Source: an optimization exercise on an open RTL-to-GDS flow (aim: small area). Production flows keep margins and buffers that such runs may drop. Where RTL was checked, it was by simulation tests only, not by an equivalence proof against the original. Only the layout flow was run in run 4; the RTL was not checked for function there. No activity file was given, so power comes from the tool's default toggle rates.

$ cat flow/abc_area.script
&get -n
&st
&dch -x
&nf -R 1000 -p -F 10 -C 32 -E 50
&put
topo
$ cat flow/run.sh
#!/bin/bash
# Standard ORFS layout with two changes:
#  - synthesis maps the logic with an area-oriented ABC script (abc_area.script);
#    everything else in synthesis (registers, flattening, renaming) is the standard flow's own
#  - every port gets the smallest buffer (buf_1)
set -euo pipefail
here=$(pwd)
sed 's|^source \$::env(SCRIPTS_DIR)/synth_preamble.tcl|&\nset abc_args [lreplace $abc_args 1 1 '"$here"'/flow/abc_area.script]|' \
    "$FLOW_HOME/scripts/synth.tcl" > my_synth.tcl
sed "s|source \$::env(SCRIPTS_DIR)/synth.tcl|source $here/my_synth.tcl|" synth_recipe.tcl > my_synth_recipe.tcl
sed "s|SYNTH_SCRIPT=[^ ]*|SYNTH_SCRIPT=$here/my_synth_recipe.tcl|" standard.sh > my_standard.sh
export BUFFER_PORTS_ARGS="-buffer_cell sky130_fd_sc_hd__buf_1"
bash my_standard.sh > standard.log 2>&1
$ cat config.mk
export PLATFORM = sky130hd
export DESIGN_NAME = audio_sequencer_timing_fsm
export DESIGN_NICKNAME = audio_sequencer_timing_fsm
export VERILOG_FILES = /design/flow/design.v
export SDC_FILE = /design/flow/constraint.sdc
export NUM_CORES = 4
export LEC_CHECK = 0
export CAP_MARGIN = 0
export CORE_MARGIN = 2
export CORE_UTILIZATION = 60
export CTS_BUF_LIST = sky130_fd_sc_hd__clkbuf_8
export CTS_CLUSTER_DIAMETER = 30
export CTS_CLUSTER_SIZE = 10
export PLACE_DENSITY = 0.75
export SLEW_MARGIN = 0
$ cat standard.sh
#!/bin/bash
# synth_recipe.tcl (not shown) runs the flow's synth.tcl, then flattens the netlist and writes it again
# the make line also repeats each setting of config.mk as NAME=value (left out here)
make -C /OpenROAD-flow-scripts/flow DESIGN_CONFIG=/design/flow/config.mk WORK_HOME=/design/flow/orfs CLKGATE_MAP_FILE= SYNTH_SCRIPT=/design/flow/synth_recipe.tcl "${@:-finish}"
$ cat design.v
module timing_fsm (
    input  wire        clk,
    input  wire        rst,
    input  wire        advance,
    input  wire [11:0] spt_i,
    input  wire [4:0]  loop_bars_i,
    output reg  [3:0]  bar,
    output reg  [6:0]  tick,
    output wire        tick_start
);
    reg [11:0] cnt;
    assign tick_start = (cnt[11:1] == 11'd0);
    wire load     = advance & tick_start;     
    wire tick_end = load & (tick == 7'd71);   
    wire [12:0] bw;
    wire [11:0] cnt_dec;
    assign bw[0] = advance & ~tick_start;
    genvar i;
    generate
        for (i = 0; i < 12; i = i + 1) begin : g_dec
            assign cnt_dec[i] = cnt[i] ^ bw[i];
            assign bw[i+1]    = ~cnt[i] & bw[i];
        end
    endgenerate
    wire [6:0] tick_inc;
    wire [3:0] bar_inc;
    rinc #(.W(7)) u_tick (.a(tick), .ci(load),     .s(tick_inc));
    rinc #(.W(4)) u_bar  (.a(bar),  .ci(tick_end), .s(bar_inc));
    wire bar_end = tick_end & ({1'b0, bar_inc} == loop_bars_i);
    always @(posedge clk) begin
        if (rst) begin
            bar  <= 4'd0;
            tick <= 7'd0;
            cnt  <= 12'd0;
        end else begin
            cnt  <= load ? spt_i : cnt_dec;
            tick <= tick_inc & {7{~tick_end}};
            bar  <= bar_inc & {4{~bar_end}};
        end
    end
endmodule
module ring_ctrl (
    input  wire       clk,
    input  wire       rst,
    input  wire       start_i,
    input  wire       complete_i,
    input  wire       frame_done,      
    output wire       may_fill,        
    output reg  [1:0] filling,
    output reg  [4:0] frame_idx,
    output reg        stream_start_o,
    output wire [1:0] stream_slot_o
);
    reg       prefill;
    reg       started;
    reg [1:0] playing;
    assign stream_slot_o = playing;
    wire [6:0] wc_inc;
    rinc #(.W(7)) u_inc (.a({filling, frame_idx}), .ci(frame_done), .s(wc_inc));
    assign may_fill = prefill || (frame_idx != 5'd0) ||
                      (started && filling != playing);
    always @(posedge clk) begin
        if (rst) begin
            frame_idx <= 5'd0;
            filling   <= 2'd0;
            prefill   <= 1'b1;
        end else begin
            {filling, frame_idx} <= wc_inc;
            if (frame_done && {filling, frame_idx} == 7'd127)
                prefill <= 1'b0;
        end
    end
    always @(posedge clk) begin
        if (rst) begin
            playing        <= 2'd0;
            started        <= 1'b0;
            stream_start_o <= 1'b0;
        end else begin
            stream_start_o <= started ? complete_i : (start_i & ~prefill);
            started        <= started | (start_i & ~prefill);
            playing        <= playing + {1'b0, started & complete_i};
        end
    end
endmodule
module voice_bank (
    input  wire        clk,
    input  wire        clr,
    input  wire        trig_en,
    input  wire [7:0]  trig_sym,
    input  wire        step,
    input  wire [11:0] len_h,
    output wire [11:0] pos_h,
    output wire [3:0]  lvl_h
);
    reg [11:0] pos [0:5];
    reg [3:0]  lvl [0:5];
    wire hit = trig_en && (trig_sym >= 8'h31) && (trig_sym <= 8'h39);
    wire        playing = (pos[0] != 12'd0);
    wire [11:0] pos_inc;
    rinc #(.W(12)) u_inc (.a(pos[0]), .ci(step & playing), .s(pos_inc));
    wire        at_end  = step & (pos_inc == len_h);
    wire [11:0] pos_next = pos_inc & {12{~at_end}};
    integer i;
    always @(posedge clk) begin
        if (hit) begin
            pos[0] <= 12'd1;
            lvl[0] <= trig_sym[3:0];
        end else if (clr) begin
            pos[0] <= 12'd0;
            lvl[0] <= 4'd1;
        end else begin
            pos[0] <= pos[5];
            lvl[0] <= lvl[5];
        end
        pos[1] <= pos_next;
        lvl[1] <= lvl[0];
        for (i = 2; i < 6; i = i + 1) begin
            pos[i] <= pos[i-1];
            lvl[i] <= lvl[i-1];
        end
    end
    assign pos_h = pos[0];
    assign lvl_h = lvl[0];
endmodule
module emphasis_gain_multiplier (
    input  wire       clk,
    input  wire [3:0] level,
    input  wire [7:0] volume,
    input  wire [5:0] pan,
    input  wire [2:0] k,
    output reg  [2:0] dig_l,
    output reg  [2:0] dig_r
);
    wire [4:0] e3 = (level == 4'd2) ? 5'd3  :
                    (level == 4'd3) ? 5'd6  :
                    (level == 4'd4) ? 5'd9  :
                    (level == 4'd5) ? 5'd12 :
                    (level == 4'd6) ? 5'd15 :
                    (level == 4'd7) ? 5'd18 :
                    (level == 4'd8) ? 5'd21 :
                    (level == 4'd9) ? 5'd24 : 5'd0;
    wire [6:0] emph = {e3, 2'b00};
    wire [8:0] gain;
    rca #(.W(8)) u_gain (.a(volume), .b({1'b0, emph}), .ci(1'b0),
                         .s(gain[7:0]), .co(gain[8]));
    wire [8:0] pp0 = gain & {9{pan[0]}};
    wire [8:0] pp1 = gain & {9{pan[1]}};
    wire [8:0] pp2 = gain & {9{pan[2]}};
    wire [8:0] pp3 = gain & {9{pan[3]}};
    wire [8:0] pp4 = gain & {9{pan[4]}};
    wire [9:0] t1, t2, t3, t4;
    rca #(.W(9)) u_m1 (.a({1'b0, pp0[8:1]}), .b(pp1), .ci(1'b0), .s(t1[8:0]), .co(t1[9]));
    rca #(.W(9)) u_m2 (.a(t1[9:1]),          .b(pp2), .ci(1'b0), .s(t2[8:0]), .co(t2[9]));
    rca #(.W(9)) u_m3 (.a(t2[9:1]),          .b(pp3), .ci(1'b0), .s(t3[8:0]), .co(t3[9]));
    rca #(.W(9)) u_m4 (.a(t3[9:1]),          .b(pp4), .ci(1'b0), .s(t4[8:0]), .co(t4[9]));
    wire [13:0] c_l = {t4[9:1] | (gain & {9{pan[5]}}), t4[0], t3[0], t2[0], t1[0], pp0[0]};
    wire [5:0]  bw;           
    wire [13:0] c_r;
    assign bw[0] = 1'b0;
    genvar i;
    generate
        for (i = 0; i < 5; i = i + 1) begin : g_neg
            assign c_r[i]  = c_l[i] ^ bw[i];
            assign bw[i+1] = c_l[i] | bw[i];
        end
    endgenerate
    rca #(.W(9)) u_sub (.a(gain), .b(~c_l[13:5]), .ci(~bw[5]), .s(c_r[13:5]), .co());
    wire [16:0] x_l = {2'b00, c_l, 1'b0};
    wire [16:0] x_r = {2'b00, c_r, 1'b0};
    reg [2:0] sel_l, sel_r;
    always @(*) begin
        case (k)
            3'd0: begin sel_l = x_l[2:0];   sel_r = x_r[2:0];   end
            3'd1: begin sel_l = x_l[4:2];   sel_r = x_r[4:2];   end
            3'd2: begin sel_l = x_l[6:4];   sel_r = x_r[6:4];   end
            3'd3: begin sel_l = x_l[8:6];   sel_r = x_r[8:6];   end
            3'd4: begin sel_l = x_l[10:8];  sel_r = x_r[10:8];  end
            3'd5: begin sel_l = x_l[12:10]; sel_r = x_r[12:10]; end
            3'd6: begin sel_l = x_l[14:12]; sel_r = x_r[14:12]; end
            default: begin sel_l = x_l[16:14]; sel_r = x_r[16:14]; end
        endcase
    end
    always @(posedge clk) begin
        dig_l <= sel_l;
        dig_r <= sel_r;
    end
endmodule
module mixer_acc (
    input  wire        clk,
    input  wire        first,     
    input  wire        clear,     
    input  wire [2:0]  dig,       
    input  wire [15:0] s,
    output wire [15:0] word
);
    reg [19:0] acc;
    wire one = dig[1] ^ dig[0];
    wire two = (dig[2] & ~dig[1] & ~dig[0]) | (~dig[2] & dig[1] & dig[0]);
    wire neg = dig[2];
    wire [16:0] sx = {s[15], s};
    wire [16:0] s2 = {s, 1'b0};
    wire [16:0] y  = ({17{one}} & sx) | ({17{two}} & s2);
    wire [19:0] yx = {{3{y[16]}}, y} ^ {20{neg}};
    wire [19:0] sh = {{2{acc[19]}}, acc[19:2]};
    wire [19:0] base = ({20{~first}} & acc) | ({20{first & ~clear}} & sh);
    wire [19:0] sum;
    rca #(.W(20)) u_add (.a(base), .b(yx), .ci(neg), .s(sum), .co());
    always @(posedge clk)
        acc <= sum;
    assign word = acc[16:1];
endmodule
module rca #(parameter W = 8) (
    input  wire [W-1:0] a,
    input  wire [W-1:0] b,
    input  wire         ci,
    output wire [W-1:0] s,
    output wire         co
);
    wire [W:0] c;
    assign c[0] = ci;
    genvar i;
    generate
        for (i = 0; i < W; i = i + 1) begin : g
            assign s[i]   = a[i] ^ b[i] ^ c[i];
            assign c[i+1] = (a[i] & b[i]) | (c[i] & (a[i] ^ b[i]));
        end
    endgenerate
    assign co = c[W];
endmodule
module rinc #(parameter W = 8) (
    input  wire [W-1:0] a,
    input  wire         ci,
    output wire [W-1:0] s
);
    wire [W:0] c;
    assign c[0] = ci;
    genvar i;
    generate
        for (i = 0; i < W; i = i + 1) begin : g
            assign s[i]   = a[i] ^ c[i];
            assign c[i+1] = a[i] & c[i];
        end
    endgenerate
endmodule
module audio_sequencer_timing_fsm (
    input  wire        clk,
    input  wire        rst,             
    input  wire [11:0] spt_i,
    input  wire [4:0]  loop_bars_i,
    input  wire [35:0] pan_i,
    input  wire [47:0] vol_i,
    input  wire [17:0] smp_i,
    input  wire [95:0] len_i,
    input  wire        start_i,
    input  wire        complete_i,
    output wire        stream_start_o,
    output wire [1:0]  stream_slot_o,
    output wire        ring_we_o,
    output wire [1:0]  ring_slot_o,
    output wire [4:0]  ring_frame_o,
    output wire [31:0] ring_wdata_o,
    output wire        song_re_o,
    output wire [3:0]  song_b_o,
    input  wire [2:0]  song_d_i,
    output wire        pat_re_o,
    output wire [2:0]  pat_p_o,
    output wire [2:0]  pat_v_o,
    output wire [6:0]  pat_t_o,
    input  wire [7:0]  pat_d_i,
    output wire        samp_re_o,
    output wire [2:0]  samp_k_o,
    output wire [11:0] samp_i_o,
    input  wire [15:0] samp_d_i
);
    localparam [3:0] R_WRITE = 4'd8,
                     R_WAIT  = 4'd9,
                     R_BOOT  = 4'd11;    
    reg  [5:0] hv;        
    reg  [3:0] rc;        
    wire h5      = hv[5];
    wire idle    = rc[3];
    wire boot    = rc[3] & rc[1];
    wire may_fill;
    wire [3:0] rc_inc;
    rinc #(.W(4)) u_rinc (.a(rc), .ci(1'b1), .s(rc_inc));
    always @(posedge clk) begin
        if (rst) begin
            hv   <= 6'b000001;
            rc   <= R_BOOT;
        end else begin
            hv <= {hv[4:0], hv[5]};
            if (h5) begin
                if (idle)
                    rc <= may_fill ? 4'd0 : R_WAIT;
                else
                    rc <= rc_inc;
            end
        end
    end
    wire rc0     = (rc == 4'd0);
    wire wr      = rc[3] & ~rc[1] & ~rc[0] & hv[1];
    wire advance = rc0 && h5;
    ring_ctrl u_ring (
        .clk            (clk),
        .rst            (rst),
        .start_i        (start_i),
        .complete_i     (complete_i),
        .frame_done     (wr),
        .may_fill       (may_fill),
        .filling        (ring_slot_o),
        .frame_idx      (ring_frame_o),
        .stream_start_o (stream_start_o),
        .stream_slot_o  (stream_slot_o)
    );
    assign ring_we_o = wr;
    wire [3:0] bar;
    wire [6:0] tick;
    wire       tick_start;
    timing_fsm u_timing (
        .clk         (clk),
        .rst         (rst),
        .advance     (advance),
        .spt_i       (spt_i),
        .loop_bars_i (loop_bars_i),
        .bar         (bar),
        .tick        (tick),
        .tick_start  (tick_start)
    );
    assign song_re_o = 1'b1;
    assign song_b_o  = bar;
    assign pat_re_o  = 1'b1;
    assign pat_p_o   = song_d_i;
    assign pat_t_o   = tick;
    assign pat_v_o   = {hv[2] | hv[3], hv[0] | hv[1], hv[1] | hv[3] | hv[5]};
    wire trig_en = tick_start & ((rc0 & ~h5) | (h5 & idle & may_fill));
    reg  [2:0]  k_h;
    reg  [7:0]  vol_h;
    reg  [5:0]  pan_h;
    integer v;
    always @(*) begin
        k_h   = 3'd0;
        vol_h = 8'd0;
        pan_h = 6'd0;
        for (v = 0; v < 6; v = v + 1) begin
            k_h   = k_h   | (smp_i[3*v +: 3] & {3{hv[v]}});
            vol_h = vol_h | (vol_i[8*v +: 8] & {8{hv[v]}});
            pan_h = pan_h | (pan_i[6*v +: 6] & {6{hv[v]}});
        end
    end
    wire [11:0] len_h = len_i[12*k_h +: 12];
    wire [11:0] pos_h;
    wire [3:0]  lvl_h;
    voice_bank u_voices (
        .clk      (clk),
        .clr      (boot),
        .trig_en  (trig_en),
        .trig_sym (pat_d_i),
        .step     (rc == 4'd7),
        .len_h    (len_h),
        .pos_h    (pos_h),
        .lvl_h    (lvl_h)
    );
    assign samp_re_o = ~boot;
    assign samp_k_o  = k_h;
    assign samp_i_o  = pos_h;
    wire [2:0] dig_l, dig_r;
    emphasis_gain_multiplier u_gain (
        .clk    (clk),
        .level  (lvl_h),
        .volume (vol_h),
        .pan    (pan_h),
        .k      (rc[2:0]),
        .dig_l  (dig_l),
        .dig_r  (dig_r)
    );
    wire first  = hv[1];      
    wire [15:0] word_l, word_r;
    mixer_acc u_mix_l (
        .clk   (clk),
        .first (first),
        .clear (rc0),
        .dig   (dig_l),
        .s     (samp_d_i),
        .word  (word_l)
    );
    mixer_acc u_mix_r (
        .clk   (clk),
        .first (first),
        .clear (rc0),
        .dig   (dig_r),
        .s     (samp_d_i),
        .word  (word_r)
    );
    assign ring_wdata_o = {word_l, word_r};
endmodule
$ cat constraint.sdc
create_clock -name core_clock -period 14.0 [get_ports {clk}]
set_input_delay 2.8000 -clock core_clock [delete_from_list [all_inputs] [get_ports {clk}]]
set_output_delay 2.8000 -clock core_clock [all_outputs]
set_load 0.01 [all_outputs]
==> impl_metrics.ini, run 1 <==
[timing]
setup-tns-final_ns = 0
final_min_period_over_clock_period = 0.840
setup_viol = 0
slew-limit-headroom = 0.258
fmaxAchievable_mhz = 85.0
worst_pin_slew_ns = 1.11
final_critical_path_time_including_i_o_delays_and_setup_ns = 11.76
finalClockSkew_ns = 0.0136
finalHoldViolations = 0
postLayoutSetupSlackWorst_ns = 2.24
final-max-slew-violation-count = 0
grt_setup_unrepaired = false

[floorplanning]
placement_rows = 47
io_pins = 324
die_boundary_width_um = 135
core_ar_mm2 = 0.0166
initial_core_util = 0.615
floorplan.die_area_mm2 = 0.0181
die_height_um = 135

[clock_tree]
postCtsResizedCells = 0
tritoncts = yes
ctsHoldBuffers = 0
htreeDepth = 4
clkTransAtPathRegs_ns = 0.11
clk_latency_ns = 0.47
post-cts-setup-buffers = 0
clock_buffer_count_from_cts = 17
ctsRootBufferMaster = clkbuf_8
clock_sink_count = 187
cts_max_path_buffers = 2

[routing]
routed-via-count = 8800
final_antenna_net_count = 0
detail_route.iter0.violations = 813
detailed_route_wire_length_um = 25800
remaining_drc_errors = 0
routed_via_density = 5.73
detail_route.first_pass.iterations = 9
routedWlPerCell_um = 16.8

[power_and_ir_drop]
total_power_mw = 2.07
power.leakage_nw = 4.58
power.ir.vdd_worst_mv = 0.113
power_per_cell_area_mw_per_mm2 = 174

[finish]
filler_cells_inserted = 1354
layout_cells_sized_above_1 = 0.0342
fin_nets = 1683
layout_commonest_cell = buf_1
leading_cell_types_in_the_layout_fill_and_taps_excluded = buf_1, dfxtp_1, nand2_1
final_area_mm2 = 0.0119
finalCoreUtilization = 0.715
areaGrowthSynthToFinish_pct = 16.2
diodes = 0

[worst_setup_path]
slowest_cell_on_crit_path = a222oi_1
crit_path_end_kind = flip-flop
crit_path_max_fanout = 5
worstSetupPathType = input pin to flip-flop
most_repeated_library_cell_on_the_critical_path = fa_1
worst_path_largest_cell_delay_ns = 0.69
worst_setup_path_start_kind = input pin
critPathArrivalTime_ns = 12.13
cp.required_ns = 14.37

[synth]
post_synthesis_cell_count = 994
synth_warnings = 10
avgSynthCellArea_um2 = 10.3
synth-seq-area-share = 0.366
post_synth_edffs = 0
dominantRegCellSynth = dfxtp_1
yosysTopAreaCellShare = 0.366
synth_largest_area_cell = dfxtp_1
asyncSetResetFlopFracSynth = 0
netlist-cell-type-count = 43
ys_seq_elements = 187
netlist_top_cells_area = dfxtp_1, fa_1, ha_1
post_synthesis_instance_area_mm2 = 0.0102

[placement]
port-buffer-count = 315
place_worst_setup_slack_ns = 1.80
gp_congestion = 0.910
detailedPlacementHpwl_um = 20100
placement.cell_area_mm2 = 0.0115

[run]
maxCapViolations = 0

[grt]
initial_antenna_violation_count = 0
global_route.usage.total = 0.286
grt-ovfl-total = 0
number_of_global_route_vias_before_repair = 8168
grt_start_max_net_pins = 50
wire_length_of_the_first_global_routing_pass_um = 40900

[outcome]
status = finished clean

[hold_path]
hold_path_class = flip-flop to flip-flop
-- power by group --
group / switching (mW) / internal, mW
Combinational: 0.540 / 0.466
Clock: 0.213 / 0.133
Sequential: 0.0771 / 0.637
-- synth_stat cells (all sizes together) (2+ instances only) --
library cell	count
o21ai	25
nand3	4
a222oi	33
nor4	11
clkinv	55
fa	79
a22oi	34
xnor2	51
nor3	3
a221oi	17
a211oi	13
or2	3
a311oi	2
a31oi	2
dfxtp	187
a21oi	71
a21o	3
and2	41
nor3b	10
a221o	2
a22o	35
o221ai	2
buf	37
a32oi	13
o22ai	4
nor2b	19
xor2	13
nand2	110
nand4	3
nor2	34
mux2i	12
ha	55
-- sequential cells by signal, summed over array words and instances (netlist names), 4 cells and up --
name,count
u_ring.frame_idx,5
u_timing.bar,4
u_mix_l.acc,20
rc,4
u_timing.cnt,12
u_voices.pos,72
u_timing.tick,7
u_mix_r.acc,20
hv,6
u_voices.lvl,24
-- critical path, delay by kind of cell --
kind	cells	cell delay, ns
and+or+nand+nor	3	0.58
AOI/OAI and AO/OA	4	1.35
adders and majority gates	16	6.72
xor gates and xnor gates	1	0.22
buffers and inverters	5	0.45
-- layout make-up --
cell class | instances | area (µm²) | share of cell area
clock buffers | 17 | 234 | 0.0197
repair buffers | 326 | 1270 | 0.106
clock inverters | 15 | 156 | 0.0131
inverters | 55 | 206 | 0.0173
multi-input cells | 716 | 6020 | 0.506
well taps | 220 | 275 | 0.0231
flip-flops and latches | 187 | 3740 | 0.315
-- final timing paths --
kind                  startpoint             endpoint  slack (ns)  depth (start not counted)
max reg2reg                hv[5]      u_gain.dig_r[2]        3.87                         28
min reg2reg  u_voices.pos[3][10]  u_voices.pos[4][10]        0.33                          0
max                    pan_i[30]      u_gain.dig_r[2]        2.24                         29
min          u_voices.pos[3][10]  u_voices.pos[4][10]        0.33                          0
-- layer usage --
metal	track usage	share of wire	vias to the layer above
met5	0	0	-
met4	0.0901	0.026	0
met3	0.0574	0.072	49
met2	0.475	0.50	386
met1	0.378	0.41	4177
li1	-	-	4188
-- per-stage QoR --
| step | cells | hold slack [ns] |
|---|---|---|
| floorplan | 995 | 0.310 |
| CTS | 1536 | 0.331 |
| global route | 1536 | 0.335 |
| detailed placement | 1504 | 0.312 |
| finish | 1536 | 0.331 |
| global placement | 1504 | 0.310 |
-- logic make-up (layout without fill, tap and decap cells) --
kind of cell | after synthesis | count (layout) | synth area share
AOI/OAI and AO/OA | 261 | 261 | 0.184
xor gates and xnor gates | 64 | 64 | 0.0547
adders and majority gates | 134 | 134 | 0.222
buffers and inverters | 92 | 413 | 0.0473
DFF | 187 | 187 | 0.366
muxes | 12 | 12 | 0.0117
other | 1 | 2 | 0.000366
and+or+nand+nor | 243 | 243 | 0.114
==> run 2: changes to the inputs <==
--- a/config.mk
+++ b/config.mk
@@ -8,8 +8,8 @@
 export CAP_MARGIN = 0
 export CORE_MARGIN = 2
-export CORE_UTILIZATION = 60
+export CORE_UTILIZATION = 50
 export CTS_BUF_LIST = sky130_fd_sc_hd__clkbuf_8
 export CTS_CLUSTER_DIAMETER = 30
 export CTS_CLUSTER_SIZE = 10
-export PLACE_DENSITY = 0.75
+export PLACE_DENSITY = 0.7
 export SLEW_MARGIN = 0
==> run 2 against run 1 <==
Effect of this change: still clean; setup slack lost 0.21 ns; worst hold slack lost 0.0030 ns; global-route usage shrank 4.1 points; power grew 1.8%; first-iteration DRC count shrank 29%; sequential power shrank 2%; critical path depth grew 2; cell count grew 3.8%; clock-buffer cell count is the same; sequential share of layout area shrank 0.45 points; clock skew grew 0.0087 ns; design area grew 1.5%; critical path type unchanged; largest power group unchanged.
==> impl_metrics.ini, run 2 <==
[clock_tree]
clock_sink_count = 187
clock_buffer_count_from_cts = 17
ctsRootBufferMaster = clkbuf_8
htreeDepth = 4
ctsHoldBuffers = 0
cts_max_path_buffers = 2
postCtsResizedCells = 0
clk_latency_ns = 0.48
tritoncts = yes
clkTransAtPathRegs_ns = 0.11
post-cts-setup-buffers = 0

[timing]
final_critical_path_time_including_i_o_delays_and_setup_ns = 11.97
setup_viol = 0
fmaxAchievable_mhz = 83.6
grt_setup_unrepaired = false
postLayoutSetupSlackWorst_ns = 2.03
worst_pin_slew_ns = 0.998
final-max-slew-violation-count = 0
final_min_period_over_clock_period = 0.855
timing.hold.ws_ns = 0.328
finalClockSkew_ns = 0.0223
setup-tns-final_ns = 0
slew-limit-headroom = 0.335
finalHoldViolations = 0

[finish]
fin_nets = 1691
largest-register = u_voices.pos
largestRegisters = u_voices.pos: 72 flops, u_voices.lvl: 24 flops
areaGrowthSynthToFinish_pct = 17.9
finalCoreUtilization = 0.599
filler_cells_inserted = 1852
final-instance-count-excl-fill = 1595
final_area_mm2 = 0.0121
largest_register_ffs = 72
leading_cell_types_in_the_layout_fill_and_taps_excluded = buf_1, dfxtp_1, nand2_1
layout_cells_sized_above_1 = 0.0400
layout_commonest_cell = buf_1

[grt]
met3_usage = 0.0425
grt_start_max_net_pins = 50
grt_most_used_layer = met2
use_met2 = 0.425
grt-ovfl-total = 0
wire_length_of_the_first_global_routing_pass_um = 42200
initial_antenna_violation_count = 1
global_route.usage.total = 0.246
gr-usage-met1 = 0.314
number_of_global_route_vias_before_repair = 8574

[worst_setup_path]
timing.rr.start = hv[2]
worstSetupPathType = input pin to flip-flop
worst-r2r-cell-count = 30
regToRegSetupSlack_ns = 3.77
critPathArrivalTime_ns = 12.32
slowest_cell_on_crit_path = a222oi_1
crit-reg2reg-capture = u_gain.dig_r[2]
most_repeated_library_cell_on_the_critical_path = fa_1
crit_path_max_fanout = 5
worst_setup_path_start_kind = input pin
cp.required_ns = 14.35
worst_path_largest_cell_delay_ns = 0.66
timing.critical_path.from = pan_i[24]
crit_path_end_kind = flip-flop
worst_setup_path_endpoint = u_gain.dig_r[2]

[routing]
detail_route.iter0.violations = 579
final_antenna_net_count = 0
routedWlPerCell_um = 16.8
detail_route.first_pass.iterations = 8
detailed_route_wire_length_um = 26700
routed_via_density = 5.50
routed-via-count = 8774
remaining_drc_errors = 0

[synth]
synthesized_area_fraction_occupied_by_and_or_nand_nor_cells = 0.114
combinational_family_with_the_most_area_after_synthesis = adder cells
synth-seq-area-share = 0.366
muxShareOfSynthArea = 0.0117
ys_seq_elements = 187
post_synthesis_cell_count = 994
netlist-cell-type-count = 43
dominantRegCellSynth = dfxtp_1
post-synth-top-count-cell = dfxtp_1
area_share_of_fa_ha_maj_cells_after_synthesis = 0.222
synth_largest_area_cell = dfxtp_1
synth_xor_xnor_area_share = 0.0547
compound_gate_portion_of_the_synthesized_area = 0.184
post_synthesis_instance_area_mm2 = 0.0102
avgSynthCellArea_um2 = 10.3
asyncSetResetFlopFracSynth = 0
post_synth_edffs = 0
netlist_top_cells_area = dfxtp_1, fa_1, ha_1
yosysTopAreaCellShare = 0.366
synth_warnings = 10
post_synth_most_frequent_cells = dfxtp_1, nand2_1, fa_1, a21oi_1

[placement]
placement.cell_area_mm2 = 0.0116
numPlacedInstances = 1562
place_worst_setup_slack_ns = 1.64
port-buffer-count = 315
detailedPlacementHpwl_um = 20800
gp_congestion = 0.897

[run]
maxCapViolations = 0

[hold_path]
hold_path_class = flip-flop to flip-flop

[floorplanning]
die_boundary_width_um = 147
die_height_um = 147
core_ar_mm2 = 0.0202
initial_core_util = 0.508
io_pins = 324
placement_rows = 52
floorplan.die_area_mm2 = 0.0216

[power_and_ir_drop]
power.leakage_nw = 4.64
total_power_mw = 2.10
power_per_cell_area_mw_per_mm2 = 174
power.ir.vdd_worst_mv = 0.0821

[outcome]
status = finished clean
-- run 2: metal layers --
metal | vias up | routed length [µm]
met4 | 0 | 682
met3 | 50 | 1530
met2 | 346 | 13300
li1 | 4203 | -
met5 | - | 0
met1 | 4175 | 11200
-- run 2: layout make-up --
class / instances / area, µm² / share of cell area
well taps: 270 / 338 / 0.0280
clock buffers: 17 / 234 / 0.0194
diodes: 1 / 2.50 / 0.000207
repair buffers: 334 / 1330 / 0.110
multi-input cells: 716 / 6020 / 0.499
flip-flops and latches: 187 / 3740 / 0.310
inverters: 55 / 206 / 0.0171
clock inverters: 15 / 205 / 0.0170
-- run 2: worst min-delay path by stage --
stage,slack (ns),startpoint,depth (start not counted),end
6_report,0.33,u_voices.pos[3][7],0,u_voices.pos[4][7]
5_1_grt,0.33,u_voices.lvl[4][1],0,u_voices.lvl[5][1]
4_1_cts,0.33,u_voices.pos[2][8],0,u_voices.pos[3][8]
3_5_place_dp,0.31,u_voices.lvl[3][0],0,u_voices.lvl[4][0]
3_3_place_gp,0.31,u_voices.pos[2][1],0,u_voices.pos[3][1]
2_1_floorplan,0.31,u_voices.lvl[1][0],0,u_voices.lvl[2][0]
-- run 2: report_power, final --
part / internal [mW] / total, mW / switching [mW]
combinational: 0.471 / 1.02 / 0.550
sequential: 0.637 / 0.701 / 0.0646
clock: 0.144 / 0.380 / 0.237
total: 1.25 / 2.10 / 0.851
-- run 2: kinds of logic after synthesis --
kind of cell    after synthesis
compound gates              261
simple gates                243
flops                       187
fa+ha+maj                   134
buf+inv                      92
xor+xnor                     64
mux                          12
other cells                   1
-- run 2: worst max-delay path: cells and delay by family --
| kind | cells | cell delay [ns] |
|---|---|---|
| AOI/OAI and AO/OA | 4 | 1.43 |
| adders and majority gates | 16 | 6.61 |
| and+or+nand+nor | 3 | 0.60 |
| buffers and inverters | 7 | 0.63 |
| xor gates and xnor gates | 1 | 0.25 |
==> run 3: changes to the inputs <==
--- a/config.mk
+++ b/config.mk
@@ -8,8 +8,8 @@
 export CAP_MARGIN = 0
 export CORE_MARGIN = 2
-export CORE_UTILIZATION = 50
+export CORE_UTILIZATION = 70
 export CTS_BUF_LIST = sky130_fd_sc_hd__clkbuf_8
 export CTS_CLUSTER_DIAMETER = 30
 export CTS_CLUSTER_SIZE = 10
-export PLACE_DENSITY = 0.7
+export PLACE_DENSITY = 0.85
 export SLEW_MARGIN = 0
==> run 3 against run 2 <==
Effect of this change: die area down 28%; highest routed layer unchanged; design area down 1.8%; still clean; non-clock buffer count down 7.
==> impl_metrics.ini, run 3 <==
[outcome]
status = finished clean

[worst_setup_path]
crit_path_max_fanout = 5
timing.rr.start = hv[5]
slowest_cell_on_crit_path = a222oi_1
crit-reg2reg-capture = u_gain.dig_r[2]
crit_path_end_kind = flip-flop
worst-r2r-cell-count = 28
worstSetupPathType = input pin to flip-flop
worst_setup_path_start_kind = input pin
worst_path_largest_cell_delay_ns = 0.64
most_repeated_library_cell_on_the_critical_path = fa_1
cp.required_ns = 14.35
regToRegSetupSlack_ns = 3.84
critPathArrivalTime_ns = 12.20

[power_and_ir_drop]
total_power_mw = 2.11
p_sw_frac = 0.405
seqPwrFrac = 0.339
power_frac_clock = 0.160
power.share.combinational = 0.501
power.ir.vdd_worst_mv = 0.106
power.net_switching_uw = 855
power.leakage_nw = 4.58
power_per_cell_area_mw_per_mm2 = 178
cell_internal_pwr_mw = 1.26

[finish]
largest_register_ffs = 72
diodes = 0
multi_input_comb_area_mm2 = 0.00602
areaGrowthSynthToFinish_pct = 15.7
layout_cells_sized_above_1 = 0.0342
layout_commonest_cell = buf_1
largest-register = u_voices.pos
seqCellArea_mm2 = 0.00374
leading_cell_types_in_the_layout_fill_and_taps_excluded = buf_1, dfxtp_1, nand2_1
fin_nets = 1684
finalCoreUtilization = 0.822
filler_cells_inserted = 916
largestRegisters = u_voices.pos: 72 flops, u_voices.lvl: 24 flops

[synth]
asyncSetResetFlopFracSynth = 0
compound_gate_portion_of_the_synthesized_area = 0.184
synthesized_area_fraction_occupied_by_and_or_nand_nor_cells = 0.114
area_share_of_fa_ha_maj_cells_after_synthesis = 0.222
combinational_family_with_the_most_area_after_synthesis = adder cells
synth-seq-area-share = 0.366
netlist_top_cells_area = dfxtp_1, fa_1, ha_1
synth_warnings = 10
synth_largest_area_cell = dfxtp_1
netlist-cell-type-count = 43
muxShareOfSynthArea = 0.0117
dominantRegCellSynth = dfxtp_1
avgSynthCellArea_um2 = 10.3
post_synthesis_cell_count = 994
post_synth_edffs = 0
post_synth_most_frequent_cells = dfxtp_1, nand2_1, fa_1, a21oi_1
post_synthesis_instance_area_mm2 = 0.0102
synth_xor_xnor_area_share = 0.0547
yosysTopAreaCellShare = 0.366
post-synth-top-count-cell = dfxtp_1
ys_seq_elements = 187

[clock_tree]
clk_latency_ns = 0.48
ctsHoldBuffers = 0
cts_max_path_buffers = 2
tritoncts = yes
clock_buffer_count_from_cts = 17
htreeDepth = 4
post-cts-setup-buffers = 0
postCtsResizedCells = 0
clkTransAtPathRegs_ns = 0.09
ctsRootBufferMaster = clkbuf_8
clock_sink_count = 187

[floorplanning]
core_ar_mm2 = 0.0144
initial_core_util = 0.710
die_height_um = 125
floorplan.die_area_mm2 = 0.0156
io_pins = 324
die_boundary_width_um = 125
placement_rows = 44

[routing]
detail_route.first_pass.iterations = 9
routed_via_density = 5.97
final_antenna_net_count = 0
remaining_drc_errors = 0
routed-via-count = 8961
detail_route.iter0.violations = 929
detailed_route_wire_length_um = 25900
routedWlPerCell_um = 17.3

[placement]
port-buffer-count = 315
gp_congestion = 0.968
detailedPlacementHpwl_um = 19700

[timing]
final_min_period_over_clock_period = 0.847
grt_setup_unrepaired = false
finalHoldViolations = 0
timing.hold.ws_ns = 0.330
setup-tns-final_ns = 0
setup_viol = 0
final_critical_path_time_including_i_o_delays_and_setup_ns = 11.85
finalClockSkew_ns = 0.0234
final-max-slew-violation-count = 0
fmaxAchievable_mhz = 84.4
slew-limit-headroom = 0.288
worst_pin_slew_ns = 1.06

[grt]
wire_length_of_the_first_global_routing_pass_um = 41100
grt_start_max_net_pins = 50
number_of_global_route_vias_before_repair = 8583
global_route.usage.total = 0.329
initial_antenna_violation_count = 0
grt-ovfl-total = 0

[hold_path]
hold-path-cell-count = 0
hold_path_end = u_voices.lvl[2][0]
worst_hold_startpoint = u_voices.lvl[1][0]
hold_path_class = flip-flop to flip-flop

[run]
maxCapViolations = 0
-- run 3: cell counts after synthesis --
Identical to the previous run, type by type.
-- run 3: logic make-up (layout without fill, tap and decap cells) --
logic type / Yosys count / in the layout
buf+inv: 92 / 414
xor+xnor: 64 / 64
simple gates: 243 / 243
mux: 12 / 12
other cells: 1 / 2
flops: 187 / 187
compound gates: 261 / 261
fa+ha+maj: 134 / 134
-- run 3: power groups by stage --
stage / clock (mW) / sequential, mW / combinational (mW)
finish: 0.338 / 0.717 / 1.06
global route: 0.363 / 0.727 / 1.20
CTS: 0.341 / 0.715 / 1.06
detailed placement: 0 / 0.727 / 1.05
global placement: 0 / 0.724 / 0.965
floorplan: 0 / 0.704 / 0.821
-- run 3: metal layers --
| metal | GRT usage | wire [µm] | vias up |
|---|---|---|---|
| li1 | - | - | 4197 |
| met1 | 0.408 | 10100 | 4228 |
| met2 | 0.566 | 13000 | 472 |
| met3 | 0.0710 | 1990 | 64 |
| met4 | 0.127 | 868 | 0 |
| met5 | 0 | 0 | - |
-- run 3: cell type report --
class                      instances  area share
clock inverter                    14      0.0111
sequential                       187       0.316
clock buffer                      18      0.0209
timing repair buffer             327       0.107
inverter                          55      0.0174
tap                              184      0.0194
multi-input combinational        716       0.508
-- run 3: stage by stage --
stage	instance area [µm²]	std cells	setup WS (ns)
after floorplan	10200	995	2.46
after global placement	11500	1469	2.11
after detailed placement	11500	1469	1.82
after CTS	11900	1501	2.26
after global routing	11900	1501	1.74
final	11900	1501	2.15
-- run 3: worst max-delay path, delay by kind of cell --
kind | cells | cell delay [ns]
buffers and inverters | 5 | 0.46
and+or+nand+nor | 3 | 0.59
xor gates and xnor gates | 1 | 0.21
adders and majority gates | 16 | 6.75
AOI/OAI and AO/OA | 4 | 1.40
-- run 3: worst max path at each step --
stage / start / slack [ns] / cells past startpoint / endpoint
floorplan: pan_i[24] / 2.46 / 28 / u_gain.dig_r[2]
CTS: pan_i[24] / 2.26 / 29 / u_gain.dig_r[2]
global route: pan_i[24] / 1.74 / 29 / u_gain.dig_r[2]
global placement: pan_i[24] / 2.11 / 29 / u_gain.dig_r[2]
detailed placement: pan_i[24] / 1.82 / 29 / u_gain.dig_r[2]
finish: pan_i[24] / 2.15 / 29 / u_gain.dig_r[2]
==> run 4: changes to the inputs <==
--- a/design.v
+++ b/design.v
@@ -348,5 +348,11 @@
         end
     end
-    wire [11:0] len_h = len_i[12*k_h +: 12];
+    reg  [11:0] len_h;
+    integer t;
+    always @(*) begin
+        len_h = 12'd0;
+        for (t = 0; t < 8; t = t + 1)
+            len_h = len_h | (len_i[12*t +: 12] & {12{k_h == t}});
+    end
     wire [11:0] pos_h;
     wire [3:0]  lvl_h;
==> run 4 against run 3 <==
Effect of this change: still clean on timing, DRC and antenna; first-iteration DRC count fell by 5.4%; global-route usage rose by 3.4 points; combinational power barely moved; clock skew fell by 0.0075 ns; register-to-register slack improved by 0.71 ns.
==> impl_metrics.ini, run 4 <==
[finish]
largest_register_ffs = 72
fin_nets = 1647
largest-register = u_voices.pos
layout_commonest_cell = buf_1
largestRegisters = u_voices.pos: 72 flops, u_voices.lvl: 24 flops
filler_cells_inserted = 835
diodes = 0
final-instance-count-excl-fill = 1460
leading_cell_types_in_the_layout_fill_and_taps_excluded = buf_1, dfxtp_1, nand2_1
seqCellArea_mm2 = 0.00374
layout_cells_sized_above_1 = 0.0375
multi_input_comb_area_mm2 = 0.00582
areaGrowthSynthToFinish_pct = 16.6

[grt]
grt-ovfl-total = 0
global_route.usage.total = 0.363
initial_antenna_violation_count = 0
number_of_global_route_vias_before_repair = 8729
wire_length_of_the_first_global_routing_pass_um = 42500
grt_start_max_net_pins = 46

[power_and_ir_drop]
cell_internal_pwr_mw = 1.27
seqPwrFrac = 0.329
power.leakage_nw = 4.59
total_power_mw = 2.13
power_frac_clock = 0.174
power_per_cell_area_mw_per_mm2 = 182
power.share.combinational = 0.497
power.ir.vdd_worst_mv = 0.121
p_sw_frac = 0.403
power.net_switching_uw = 859

[clock_tree]
clkTransAtPathRegs_ns = 0.11
postCtsResizedCells = 0
post-cts-setup-buffers = 0
ctsRootBufferMaster = clkbuf_8
ctsHoldBuffers = 0
tritoncts = yes
clk_latency_ns = 0.47
clock_buffer_count_from_cts = 17
clock_sink_count = 187
cts_max_path_buffers = 2
htreeDepth = 4

[floorplanning]
initial_core_util = 0.721
core_ar_mm2 = 0.0139
die_height_um = 124
die_boundary_width_um = 124
floorplan.die_area_mm2 = 0.0153
io_pins = 324
placement_rows = 43

[worst_setup_path]
crit_path_end_kind = flip-flop
critPathArrivalTime_ns = 11.60
worst_path_dominant_cell_family = adder cells
crit_path_max_fanout = 6
worst_setup_path_start_kind = input pin
worst-path-buf-inv = 3
cp.required_ns = 14.33
worstSetupPathType = input pin to flip-flop
most_repeated_library_cell_on_the_critical_path = fa_1
slowest_cell_on_crit_path = a222oi_1
worst_path_largest_cell_delay_ns = 0.60

[timing]
final_min_period_over_clock_period = 0.805
worst_pin_slew_ns = 1.15
timing.hold.ws_ns = 0.325
setup_viol = 0
slew-limit-headroom = 0.232
setup-tns-final_ns = 0
final_critical_path_time_including_i_o_delays_and_setup_ns = 11.27
finalHoldViolations = 0
finalClockSkew_ns = 0.0159
grt_setup_unrepaired = false
fmaxAchievable_mhz = 88.7
final-max-slew-violation-count = 0

[routing]
routedWlPerCell_um = 18.7
final_antenna_net_count = 0
routed-via-count = 8945
remaining_drc_errors = 0
detailed_route_wire_length_um = 27300
detail_route.iter0.violations = 879
detail_route.first_pass.iterations = 7
routed_via_density = 6.13

[synth]
post_synthesis_cell_count = 955
avgSynthCellArea_um2 = 10.5
synth_xor_xnor_area_share = 0.0567
post_synth_most_frequent_cells = dfxtp_1, nand2_1, fa_1, ha_1, clkinv_1
asyncSetResetFlopFracSynth = 0
synthesized_area_fraction_occupied_by_and_or_nand_nor_cells = 0.129
area_share_of_fa_ha_maj_cells_after_synthesis = 0.226
post_synthesis_instance_area_mm2 = 0.0100
yosysTopAreaCellShare = 0.373
synth-seq-area-share = 0.373
compound_gate_portion_of_the_synthesized_area = 0.166
ys_seq_elements = 187
combinational_family_with_the_most_area_after_synthesis = adder cells
synth_warnings = 10
netlist_top_cells_area = dfxtp_1, fa_1, ha_1
netlist-cell-type-count = 42
post-synth-top-count-cell = dfxtp_1
dominantRegCellSynth = dfxtp_1
muxShareOfSynthArea = 0.000997
synth_largest_area_cell = dfxtp_1
post_synth_edffs = 0

[hold_path]
hold_path_class = flip-flop to flip-flop

[outcome]
status = finished clean

[placement]
detailedPlacementHpwl_um = 20800
port-buffer-count = 315
gp_congestion = 0.920
numPlacedInstances = 1428

[run]
maxCapViolations = 0
-- run 4: changes by cell type in the layout (fill, tap and decap cells not counted), moves of 8 or more --
| cell | change |
|---|---|
| mux2i_1 | -11 |
| xor2_1 | +8 |
| a222oi_1 | +10 |
| a32oi_1 | -11 |
| and2_0 | -9 |
| a21oi_1 | -37 |
| nand2_1 | -16 |
| nand4_1 | +14 |
| nor2b_1 | +10 |
-- run 4: metal layers --
metal	wire (µm)	up-vias	track usage
met5	0	-	0
met4	1200	0	0.178
met3	2110	80	0.0609
met2	13500	512	0.609
met1	10400	4286	0.457
li1	-	4067	-
-- run 4: per-stage QoR --
stage               area [µm²]   util  setup slack (ns)
global placement         11300  0.810              2.52
floorplan                10000      -              2.75
CTS                      11700  0.840              2.81
finish                   11700  0.840              2.73
global route             11700  0.840              2.32
detailed placement       11300  0.810              2.31
-- run 4: worst paths after layout --
path,startpoint,endpoint,cells past startpoint,slack (ns)
setup / recovery,pan_i[18],u_gain.dig_r[2],25,2.73
setup reg to reg,hv[4],u_gain.dig_r[2],24,4.55
hold / removal,u_voices.pos[2][9],u_voices.pos[3][9],0,0.33
hold reg to reg,u_voices.pos[2][9],u_voices.pos[3][9],0,0.33
-- run 4: layout make-up --
cell class | instances | share of cell area
Inverter | 54 | 0.0173
Multi-Input combinational cell | 678 | 0.498
Clock inverter | 14 | 0.0149
Clock buffer | 18 | 0.0212
Tap cell | 180 | 0.0192
Timing Repair Buffer | 329 | 0.110
Sequential cell | 187 | 0.320
-- run 4: kinds of logic after synthesis --
kind of cell	after synthesis
AND/OR/NAND/NOR	259
AO/OA/AOI/OAI	217
flip-flops	187
adder cells (fa/ha/maj)	134
buffers and inverters	91
XOR/XNOR	65
other	1
multiplexers	1
-- run 4: worst reg2reg max path, delay by kind of cell (launching register included) --
kind	cells	cell delay [ns]
compound gates	3	0.94
simple gates	2	0.55
fa+ha+maj	16	6.84
xor+xnor	1	0.26
flops	1	0.59
buf+inv	2	0.14
-- run 4: power by group through the flow --
stage | registers, mW | logic [mW] | clock network (mW)
CTS | 0.701 | 1.05 | 0.372
floorplan | 0.704 | 0.804 | 0
detailed placement | 0.713 | 1.03 | 0
global placement | 0.709 | 0.964 | 0
global route | 0.713 | 1.21 | 0.393
finish | 0.701 | 1.06 | 0.370
==> run 5: changes to the inputs <==
--- a/design.v
+++ b/design.v
@@ -56,4 +56,6 @@
     reg [1:0] playing;
     assign stream_slot_o = playing;
+    wire [1:0] playing_inc;
+    rinc #(.W(2)) u_pinc (.a(playing), .ci(started & complete_i), .s(playing_inc));
     wire [6:0] wc_inc;
     rinc #(.W(7)) u_inc (.a({filling, frame_idx}), .ci(frame_done), .s(wc_inc));
@@ -79,5 +81,5 @@
             stream_start_o <= started ? complete_i : (start_i & ~prefill);
             started        <= started | (start_i & ~prefill);
-            playing        <= playing + {1'b0, started & complete_i};
+            playing        <= playing_inc;
         end
     end
@@ -95,5 +97,6 @@
     reg [11:0] pos [0:5];
     reg [3:0]  lvl [0:5];
-    wire hit = trig_en && (trig_sym >= 8'h31) && (trig_sym <= 8'h39);
+    wire hit = trig_en && (trig_sym[7:4] == 4'h3) && (trig_sym[3:0] != 4'h0) &&
+               (~trig_sym[3] | ~(trig_sym[2] | trig_sym[1]));
     wire        playing = (pos[0] != 12'd0);
     wire [11:0] pos_inc;
==> run 5 against run 4 <==
Effect of this change: register-to-register slack got worse by 0.61 ns; largest cell class unchanged; largest power group unchanged; maximum frequency fell by 3.2%; critical endpoint is now u_gain.dig_r[1]; wire length rose by 6.7%; highest routed layer is now met5.
==> impl_metrics.ini, run 5 <==
[finish]
areaGrowthSynthToFinish_pct = 16.0
final_area_mm2 = 0.0116
largest_register_ffs = 72
final-instance-count-excl-fill = 1458
largest-register = u_voices.pos
layout_cells_sized_above_1 = 0.0329
largestRegisters = u_voices.pos: 72 flops, u_voices.lvl: 24 flops
layout_commonest_cell = buf_1
filler_cells_inserted = 860
leading_cell_types_in_the_layout_fill_and_taps_excluded = buf_1, dfxtp_1, nand2_1
fin_nets = 1644

[synth]
netlist_top_cells_area = dfxtp_1, fa_1, ha_1
post_synth_most_frequent_cells = dfxtp_1, nand2_1, fa_1, ha_1, clkinv_1
post_synth_edffs = 0
netlist-cell-type-count = 39
synth-seq-area-share = 0.373
post_synthesis_cell_count = 956
dominantRegCellSynth = dfxtp_1
post_synthesis_instance_area_mm2 = 0.0100
yosysTopAreaCellShare = 0.373
synth_warnings = 10
avgSynthCellArea_um2 = 10.5
synth_largest_area_cell = dfxtp_1
post-synth-top-count-cell = dfxtp_1
ys_seq_elements = 187
asyncSetResetFlopFracSynth = 0

[timing]
fmaxAchievable_mhz = 85.9
worst_pin_slew_ns = 1.11
grt_setup_unrepaired = false
timing.hold.ws_ns = 0.328
final_critical_path_time_including_i_o_delays_and_setup_ns = 11.65
slew-limit-headroom = 0.259
final_min_period_over_clock_period = 0.832
finalClockSkew_ns = 0.0186
postLayoutSetupSlackWorst_ns = 2.35
finalHoldViolations = 0
setup-tns-final_ns = 0
setup_viol = 0
final-max-slew-violation-count = 0

[routing]
routed-via-count = 8983
remaining_drc_errors = 0
routed_via_density = 6.16
detailed_route_wire_length_um = 29100
final_antenna_net_count = 0
detail_route.first_pass.iterations = 9
routedWlPerCell_um = 20.0
detail_route.iter0.violations = 1053

[clock_tree]
post-cts-setup-buffers = 0
ctsRootBufferMaster = clkbuf_8
clkTransAtPathRegs_ns = 0.11
htreeDepth = 4
clock_sink_count = 187
cts_max_path_buffers = 2
postCtsResizedCells = 0
clk_latency_ns = 0.48
tritoncts = yes
ctsHoldBuffers = 0
clock_buffer_count_from_cts = 17

[hold_path]
hold_path_end = u_voices.pos[2][6]
worst_hold_startpoint = u_voices.pos[1][6]
hold_path_class = flip-flop to flip-flop
hold-path-cell-count = 0

[grt]
global_route.usage.total = 0.386
grt-ovfl-total = 0
number_of_global_route_vias_before_repair = 8833
initial_antenna_violation_count = 3
wire_length_of_the_first_global_routing_pass_um = 44300
grt_start_max_net_pins = 46

[outcome]
status = finished clean

[placement]
placement.cell_area_mm2 = 0.0112
numPlacedInstances = 1425
gp_congestion = 0.987
detailedPlacementHpwl_um = 22900
place_worst_setup_slack_ns = 1.98
port-buffer-count = 315

[floorplanning]
die_height_um = 124
floorplan.die_area_mm2 = 0.0153
io_pins = 324
core_ar_mm2 = 0.0139
initial_core_util = 0.720
placement_rows = 43
die_boundary_width_um = 124

[power_and_ir_drop]
power.leakage_nw = 4.51
power.ir.vdd_worst_mv = 0.0953
power_per_cell_area_mw_per_mm2 = 182

[worst_setup_path]
worstSetupPathType = input pin to flip-flop
crit-reg2reg-capture = u_gain.dig_r[1]
regToRegSetupSlack_ns = 3.94
crit_path_max_fanout = 7
timing.rr.start = hv[5]
worst_setup_path_start_kind = input pin
worst-r2r-cell-count = 27
crit_path_end_kind = flip-flop
critPathArrivalTime_ns = 11.99
cp.required_ns = 14.35

[run]
maxCapViolations = 0
-- run 5: cell count changes in the layout (fill, tap and decap cells not counted), sizes merged, moves of 3 or more --
cell and change:
a21boi +3, a21oi -10, and2 +17, buf -4
clkinv -3, nand2 +5, nand3 +4, nor2b -12
o2111ai -3, xnor2 -3, xor2 +3
-- run 5: cell type report --
cell class	instances	area [µm²]	area share
Clock buffer	17	234	0.0201
Tap cell	180	225	0.0193
Inverter	50	188	0.0161
Clock inverter	14	155	0.0133
Multi-Input combinational cell	683	5830	0.501
Antenna cell	2	5.00	0.000430
Sequential cell	187	3740	0.322
Timing Repair Buffer	325	1260	0.108
-- run 5: routing by layer --
layer,part of all wire,global-route usage,vias to the layer above
met5,0.00034,0,-
met4,0.045,0.183,2
met3,0.093,0.0865,91
met2,0.49,0.669,549
met1,0.37,0.455,4295
li1,-,-,4046
-- run 5: through the flow --
step | utilization | power [mW]
after floorplan | - | 1.51
after CTS | 0.835 | 2.11
final | 0.836 | 2.12
after global placement | 0.807 | 1.68
after detailed placement | 0.807 | 1.75
after global routing | 0.836 | 2.29
-- run 5: critical path, stage by stage --
cell and delay [ns]:
buf_1 0.09, a222oi_1 0.60, nand2_1 0.31, and2_0 0.23, ha_1 0.19, clkinv_1 0.06
fa_1 0.17, clkinv_1 0.09, fa_1 0.48, fa_1 0.48, fa_1 0.59, fa_1 0.44
fa_1 0.41, fa_1 0.47, fa_1 0.46, fa_1 0.47, fa_1 0.47, fa_1 0.43
clkinv_1 0.08, fa_1 0.41, fa_1 0.45, fa_1 0.48, a21boi_0 0.33, fa_1 0.46
nand3_1 0.10, nand4_1 0.10, a221oi_1 0.21, o21ai_0 0.13
-- run 5: worst max-delay path by stage --
stage,startpoint,end,slack [ns],depth (start not counted)
floorplan,vol_i[42],u_gain.dig_r[1],2.72,25
global placement,pan_i[31],u_gain.dig_r[1],2.20,30
detailed placement,pan_i[31],u_gain.dig_r[1],1.98,28
CTS,pan_i[31],u_gain.dig_r[1],2.47,28
global route,pan_i[31],u_gain.dig_r[1],1.89,30
finish,pan_i[31],u_gain.dig_r[1],2.35,28
-- run 5: report_power, final --
part           switching (mW)  total, mW  internal [mW]
registers              0.0568      0.694          0.637
clock network           0.207      0.355          0.148
logic                   0.599       1.08          0.477
total                   0.863       2.12           1.26
-- run 5: logic make-up after synthesis --
kind of cell,after synthesis,share of synthesized area
XOR/XNOR,65,0.0567
AND/OR/NAND/NOR,274,0.137
other,1,0.000374
AO/OA/AOI/OAI,208,0.161
adder cells (fa/ha/maj),134,0.226
flip-flops,187,0.373
buffers and inverters,87,0.0464
==> run 6: changes to the inputs <==
--- a/flow/run.sh
+++ b/flow/run.sh
@@ -4,4 +4,6 @@
 #    everything else in synthesis (registers, flattening, renaming) is the standard flow's own
 #  - every port gets the smallest buffer (buf_1)
+#  - clock tree synthesis adds no dummy loads (same arguments as ORFS's cts.tcl
+#    builds from config.mk, plus -dont_use_dummy_load)
 set -euo pipefail
 here=$(pwd)
@@ -11,3 +13,4 @@
 sed "s|SYNTH_SCRIPT=[^ ]*|SYNTH_SCRIPT=$here/my_synth_recipe.tcl|" standard.sh > my_standard.sh
 export BUFFER_PORTS_ARGS="-buffer_cell sky130_fd_sc_hd__buf_1"
+export CTS_ARGS="-sink_clustering_enable -repair_clock_nets -sink_clustering_size 10 -sink_clustering_max_diameter 30 -buf_list sky130_fd_sc_hd__clkbuf_8 -dont_use_dummy_load"
 bash my_standard.sh > standard.log 2>&1
==> run 6 against run 5 <==
Effect of this change: clock power decreased by 25%; flip-flop and latch count unchanged; global-route usage decreased by 0.38 points; wire length decreased by 0.53%; clock-buffer cell count unchanged; first-iteration DRC count decreased by 7.7%; setup slack got worse by 0.013 ns; critical path depth unchanged; synthesized cell count unchanged; via count decreased by 0.65%; register-to-register slack improved by 0.03 ns; clock skew increased by 0.018 ns.
==> impl_metrics.ini, run 6 <==
[worst_setup_path]
worst_path_largest_cell_delay_ns = 0.59
crit-reg2reg-capture = u_gain.dig_r[1]
crit_path_max_fanout = 7
worstSetupPathType = input pin to flip-flop
worst-r2r-cell-count = 27
slowest_cell_on_crit_path = a222oi_1
timing.critical_path.from = pan_i[31]
crit_path_end_kind = flip-flop
timing.rr.start = hv[5]
most_repeated_library_cell_on_the_critical_path = fa_1
regToRegSetupSlack_ns = 3.97
worst_setup_path_endpoint = u_gain.dig_r[1]
cp.required_ns = 14.31
worst_setup_path_start_kind = input pin
critPathArrivalTime_ns = 11.97

[placement]
numPlacedInstances = 1425
port-buffer-count = 315
gp_congestion = 0.987
detailedPlacementHpwl_um = 22900

[finish]
layout_cells_sized_above_1 = 0.0230
fin_nets = 1644
final-instance-count-excl-fill = 1443
largest_register_ffs = 72
largest-register = u_voices.pos
leading_cell_types_in_the_layout_fill_and_taps_excluded = buf_1, dfxtp_1, nand2_1
finalCoreUtilization = 0.824
layout_commonest_cell = buf_1
areaGrowthSynthToFinish_pct = 14.4
largestRegisters = u_voices.pos: 72 flops, u_voices.lvl: 24 flops

[routing]
detailed_route_wire_length_um = 28900
final_antenna_net_count = 0
detail_route.iter0.violations = 972
routed_via_density = 6.19
routed-via-count = 8925
routedWlPerCell_um = 20.1
remaining_drc_errors = 0
detail_route.first_pass.iterations = 9

[power_and_ir_drop]
p_sw_frac = 0.401
total_power_mw = 2.05
power_per_cell_area_mw_per_mm2 = 178
power.ir.vdd_worst_mv = 0.0994
seqPwrFrac = 0.339
power.leakage_nw = 4.43
power_frac_clock = 0.131
power.share.combinational = 0.531
cell_internal_pwr_mw = 1.23
power.net_switching_uw = 822

[timing]
setup-tns-final_ns = 0
slew-limit-headroom = 0.269
fmaxAchievable_mhz = 85.8
final_critical_path_time_including_i_o_delays_and_setup_ns = 11.66
finalHoldViolations = 0
final_min_period_over_clock_period = 0.833
finalClockSkew_ns = 0.0361
worst_pin_slew_ns = 1.10
setup_viol = 0
timing.hold.ws_ns = 0.310
final-max-slew-violation-count = 0
grt_setup_unrepaired = false

[floorplanning]
placement_rows = 43
die_height_um = 124
die_boundary_width_um = 124
floorplan.die_area_mm2 = 0.0153
core_ar_mm2 = 0.0139
io_pins = 324
initial_core_util = 0.720

[synth]
post-synth-top-count-cell = dfxtp_1
dominantRegCellSynth = dfxtp_1
ys_seq_elements = 187
synth_warnings = 10
post_synthesis_cell_count = 956
synth_largest_area_cell = dfxtp_1
post_synthesis_instance_area_mm2 = 0.0100
synth-seq-area-share = 0.373
yosysTopAreaCellShare = 0.373
netlist_top_cells_area = dfxtp_1, fa_1, ha_1
post_synth_most_frequent_cells = dfxtp_1, nand2_1, fa_1, ha_1, clkinv_1
netlist-cell-type-count = 39
asyncSetResetFlopFracSynth = 0
avgSynthCellArea_um2 = 10.5
post_synth_edffs = 0

[outcome]
status = finished clean

[hold_path]
hold_path_class = flip-flop to flip-flop
worst_hold_startpoint = u_voices.lvl[1][2]

[clock_tree]
clock_sink_count = 187
post-cts-setup-buffers = 0
postCtsResizedCells = 0
clkTransAtPathRegs_ns = 0.10
htreeDepth = 4
clk_latency_ns = 0.46
cts_max_path_buffers = 2
clock_buffer_count_from_cts = 17
ctsHoldBuffers = 0
tritoncts = yes
ctsRootBufferMaster = clkbuf_8

[run]
maxCapViolations = 0

[grt]
initial_antenna_violation_count = 1
wire_length_of_the_first_global_routing_pass_um = 44000
grt_start_max_net_pins = 46
grt-ovfl-total = 0
global_route.usage.total = 0.382
number_of_global_route_vias_before_repair = 8810
==> run 6: cell count changes in the layout (fill, tap and decap cells not counted) <==
cell	delta
clkinv_8	-1
clkinvlp_4	-1
bufinv_16	-1
inv_8	-4
inv_6	-3
clkinv_4	-3
inv_1	-1
diode_2	-1
==> run 6: kinds of logic after synthesis <==
family          Yosys count  synth area share
simple gates            274             0.137
xor+xnor                 65            0.0567
flops                   187             0.373
compound gates          208             0.161
other cells               1          0.000374
buf+inv                  87            0.0464
fa+ha+maj               134             0.226
==> run 6: power by group through the flow <==
stage / sequential, mW / combinational (mW) / clock [mW]
2_1_floorplan: 0.704 / 0.805 / 0
3_3_place_gp: 0.701 / 0.976 / 0
3_5_place_dp: 0.705 / 1.04 / 0
4_1_cts: 0.693 / 1.07 / 0.269
5_1_grt: 0.701 / 1.21 / 0.288
6_report: 0.694 / 1.09 / 0.267
==> run 6: per-layer routing <==
metal / vias up / share of wire / track usage
li1: 4032 / - / -
met1: 4250 / 0.36 / 0.442
met2: 535 / 0.49 / 0.654
met3: 108 / 0.10 / 0.101
met4: 0 / 0.048 / 0.195
met5: - / 0 / 0
==> run 6: critical path, delay by kind of cell <==
kind / cells / cell delay (ns)
adder cells (fa/ha/maj): 16 / 6.86
AO/OA/AOI/OAI: 4 / 1.25
AND/OR/NAND/NOR: 4 / 0.74
buffers and inverters: 4 / 0.32
==> run 6: final cells by class <==
class / instances / area, µm²
sequential: 187 / 3740
multi-input combinational: 683 / 5830
antenna: 1 / 2.50
clock buffer: 17 / 234
fill: 923 / 2450
tap: 180 / 225
timing repair buffer: 325 / 1260
inverter: 50 / 188
==> run 6: metrics by stage <==
stage                     setup slack [ns]  cell area [µm²]
after floorplan                       2.72            10000
after global placement                2.20            11200
after detailed placement              1.98            11200
after CTS                             2.45            11500
after global routing                  1.85            11500
final                                 2.34            11500
==> run 6: how the worst min path moves through the flow <==
| stage | to | slack [ns] | depth (start not counted) |
|---|---|---|---|
| global placement | u_voices.pos[4][0] | 0.31 | 0 |
| global route | u_voices.lvl[3][1] | 0.32 | 0 |
| floorplan | u_voices.lvl[2][0] | 0.31 | 0 |
| CTS | u_voices.lvl[2][2] | 0.31 | 0 |
| finish | u_voices.lvl[2][2] | 0.31 | 0 |
| detailed placement | u_voices.lvl[2][2] | 0.31 | 0 |
==> run 7: changes to the inputs <==
--- a/design.v
+++ b/design.v
@@ -106,14 +106,7 @@
     integer i;
     always @(posedge clk) begin
-        if (hit) begin
-            pos[0] <= 12'd1;
-            lvl[0] <= trig_sym[3:0];
-        end else if (clr) begin
-            pos[0] <= 12'd0;
-            lvl[0] <= 4'd1;
-        end else begin
-            pos[0] <= pos[5];
-            lvl[0] <= lvl[5];
-        end
+        pos[0] <= (pos[5] & {12{~(hit | clr)}}) | {11'd0, hit};
+        lvl[0] <= (lvl[5] & {4{~(hit | clr)}}) | (trig_sym[3:0] & {4{hit}}) |
+                  {3'd0, clr & ~hit};
         pos[1] <= pos_next;
         lvl[1] <= lvl[0];
--- a/flow/run.sh
+++ b/flow/run.sh
@@ -1,4 +1,4 @@
 #!/bin/bash
-# Standard ORFS layout with two changes:
+# Standard ORFS layout with three changes:
 #  - synthesis maps the logic with an area-oriented ABC script (abc_area.script);
 #    everything else in synthesis (registers, flattening, renaming) is the standard flow's own
==> run 7 against run 6 <==
Effect of this change: clock skew fell by 0.0045 ns; die area barely moved; design area fell by 0.15%; synthesized cell count rose by 0.10%; clock-buffer cell count did not move; largest power group unchanged.
==> impl_metrics.ini, run 7 <==
[outcome]
status = finished clean

[clock_tree]
ctsHoldBuffers = 0
ctsRootBufferMaster = clkbuf_8
postCtsResizedCells = 0
clkTransAtPathRegs_ns = 0.09
clk_latency_ns = 0.46
clock_buffer_count_from_cts = 17
htreeDepth = 4
clock_sink_count = 187
tritoncts = yes
cts_max_path_buffers = 2
post-cts-setup-buffers = 0

[power_and_ir_drop]
total_power_mw = 2.01
power_per_cell_area_mw_per_mm2 = 175
power.leakage_nw = 4.43
power.ir.vdd_worst_mv = 0.110

[finish]
fin_nets = 1644
largest-register = u_voices.pos
areaGrowthSynthToFinish_pct = 14.4
layout_commonest_cell = buf_1
finalCoreUtilization = 0.823
largest_register_ffs = 72
final-instance-count-excl-fill = 1443
leading_cell_types_in_the_layout_fill_and_taps_excluded = buf_1, dfxtp_1, nand2_1
final_area_mm2 = 0.0115
layout_cells_sized_above_1 = 0.0214
largestRegisters = u_voices.pos: 72 flops, u_voices.lvl: 24 flops

[synth]
post_synth_edffs = 0
netlist-cell-type-count = 37
post-synth-top-count-cell = dfxtp_1
netlist_top_cells_area = dfxtp_1, fa_1, ha_1
post_synthesis_instance_area_mm2 = 0.0100
post_synthesis_cell_count = 957
post_synth_most_frequent_cells = dfxtp_1, nand2_1, fa_1, and2_0, ha_1
synth_largest_area_cell = dfxtp_1
synth-seq-area-share = 0.373
synth_warnings = 10
ys_seq_elements = 187
yosysTopAreaCellShare = 0.373
asyncSetResetFlopFracSynth = 0
dominantRegCellSynth = dfxtp_1
avgSynthCellArea_um2 = 10.5

[timing]
final_min_period_over_clock_period = 0.823
finalHoldViolations = 0
setup-tns-final_ns = 0
final-max-slew-violation-count = 0
finalClockSkew_ns = 0.0317
fmaxAchievable_mhz = 86.8
worst_pin_slew_ns = 1.10
setup_viol = 0
grt_setup_unrepaired = false
final_critical_path_time_including_i_o_delays_and_setup_ns = 11.53
slew-limit-headroom = 0.265

[routing]
routed_via_density = 6.05
routedWlPerCell_um = 18.1
detail_route.iter0.violations = 974
routed-via-count = 8733
final_antenna_net_count = 0
detail_route.first_pass.iterations = 8
detailed_route_wire_length_um = 26200
remaining_drc_errors = 0

[placement]
numPlacedInstances = 1425
gp_congestion = 0.952
placement.cell_area_mm2 = 0.0112
port-buffer-count = 315
detailedPlacementHpwl_um = 20600

[floorplanning]
die_height_um = 124
io_pins = 324
placement_rows = 43
die_boundary_width_um = 124
floorplan.die_area_mm2 = 0.0153
core_ar_mm2 = 0.0139
initial_core_util = 0.720

[grt]
grt_start_max_net_pins = 38
wire_length_of_the_first_global_routing_pass_um = 41500
global_route.usage.total = 0.355
initial_antenna_violation_count = 0
number_of_global_route_vias_before_repair = 8890
grt-ovfl-total = 0

[worst_setup_path]
worstSetupPathType = input pin to flip-flop
critPathArrivalTime_ns = 11.85
crit_path_max_fanout = 7
crit_path_end_kind = flip-flop
cp.required_ns = 14.32
worst_setup_path_start_kind = input pin

[hold_path]
hold_path_class = flip-flop to flip-flop

[run]
maxCapViolations = 0
-- run 7: routing by layer --
metal / global-route usage / part of all wire / routed length (µm)
met1: 0.404 / 0.37 / 9600
met2: 0.623 / 0.50 / 13100
met3: 0.0755 / 0.079 / 2060
met4: 0.192 / 0.054 / 1400
met5: 0 / 0 / 0
-- run 7: cell families (layout without fill, tap and decap cells) --
kind of cell / after synthesis / after routing / synth area share
fa+ha+maj: 134 / 134 / 0.226
xor+xnor: 65 / 65 / 0.0568
simple gates: 275 / 275 / 0.136
flops: 187 / 187 / 0.373
compound gates: 208 / 208 / 0.161
other cells: 1 / 3 / 0.000374
buf+inv: 87 / 391 / 0.0464
-- run 7: final cells by class --
| type | count | area [µm²] |
|---|---|---|
| antenna | 1 | 2.50 |
| clock buffer | 17 | 234 |
| fill | 895 | 2470 |
| inverter | 50 | 188 |
| multi-input combinational | 684 | 5830 |
| sequential | 187 | 3740 |
| tap | 180 | 225 |
| timing repair buffer | 324 | 1250 |
-- run 7: final timing paths --
path         slack, ns                from  cells past startpoint                  to
max               2.47           pan_i[30]                     28     u_gain.dig_r[1]
min               0.31  u_voices.lvl[3][2]                      0  u_voices.lvl[4][2]
max reg2reg       4.24               hv[5]                     28     u_gain.dig_r[1]
min reg2reg       0.31  u_voices.lvl[3][2]                      0  u_voices.lvl[4][2]
-- run 7: through the flow --
stage | setup WS (ns) | hold WS, ns
finish | 2.47 | 0.311
global route | 2.04 | 0.308
global placement | 2.37 | 0.310
CTS | 2.56 | 0.313
floorplan | 2.72 | 0.310
detailed placement | 2.08 | 0.312
-- run 7: critical path, cell delays in order --
cell and delay (ns):
buf_1 0.07, a222oi_1 0.56, nand2_1 0.29, and2_0 0.25, ha_1 0.18, clkinv_1 0.06
fa_1 0.19, clkinv_1 0.09, fa_1 0.47, fa_1 0.58, fa_1 0.45, fa_1 0.41
fa_1 0.46, fa_1 0.46, fa_1 0.46, fa_1 0.46, fa_1 0.47, fa_1 0.58
fa_1 0.19, clkinv_1 0.10, fa_1 0.45, fa_1 0.53, a21boi_0 0.32, fa_1 0.45
nand3_1 0.10, nand4_1 0.10, a221oi_1 0.20, o21ai_0 0.13
-- run 7: power breakdown --
part           leakage (nW)  internal, mW  switching (mW)
Sequential             1.52         0.637          0.0782
Clock                 0.122         0.107           0.160
Combinational          2.79         0.471           0.553

-- what the ideal ports hide --
Ports are ideal in the flow. The routed layouts listed here were re-timed in OpenROAD. Step 1 (the two cells are an assumption about what drives the block):
set clk [get_ports {clk}]
set_driving_cell -lib_cell sky130_fd_sc_hd__clkbuf_16 $clk
set_driving_cell -lib_cell sky130_fd_sc_hd__buf_2 [delete_from_list [all_inputs] $clk]
Step 2 also shifts input and output timing later by t, the mid clock arrival at the registers, as if the neighbouring blocks saw the same clock. Three values: no drivers, after step 1, after step 2; two values: the first two.
| run | shift t [ns] | setup WS [ns] | worst data-port slew with drivers (ns) |
|---|---|---|---|
| run 1 | 0.511 | 2.241 / 2.265 / 1.754 | 0.08 |
| run 2 | 0.512 | 2.034 / 2.058 / 1.547 | 0.11 |
| run 3 | 0.511 | 2.147 / 2.163 / 1.652 | 0.08 |
| run 4 | 0.499 | 2.727 / 2.749 / 2.250 | 0.07 |
| run 5 | 0.510 | 2.352 / 2.368 / 1.859 | 0.10 |
| run 6 | 0.487 | 2.339 / 2.355 / 1.868 | 0.11 |
| run 7 | 0.489 | 2.474 / 2.491 / 2.002 | 0.09 |
After both steps every run listed still meets setup and hold. For run 3, which loses most, drivers alone change the setup slack by +0.016 ns; drivers and shift together by -0.495 ns.
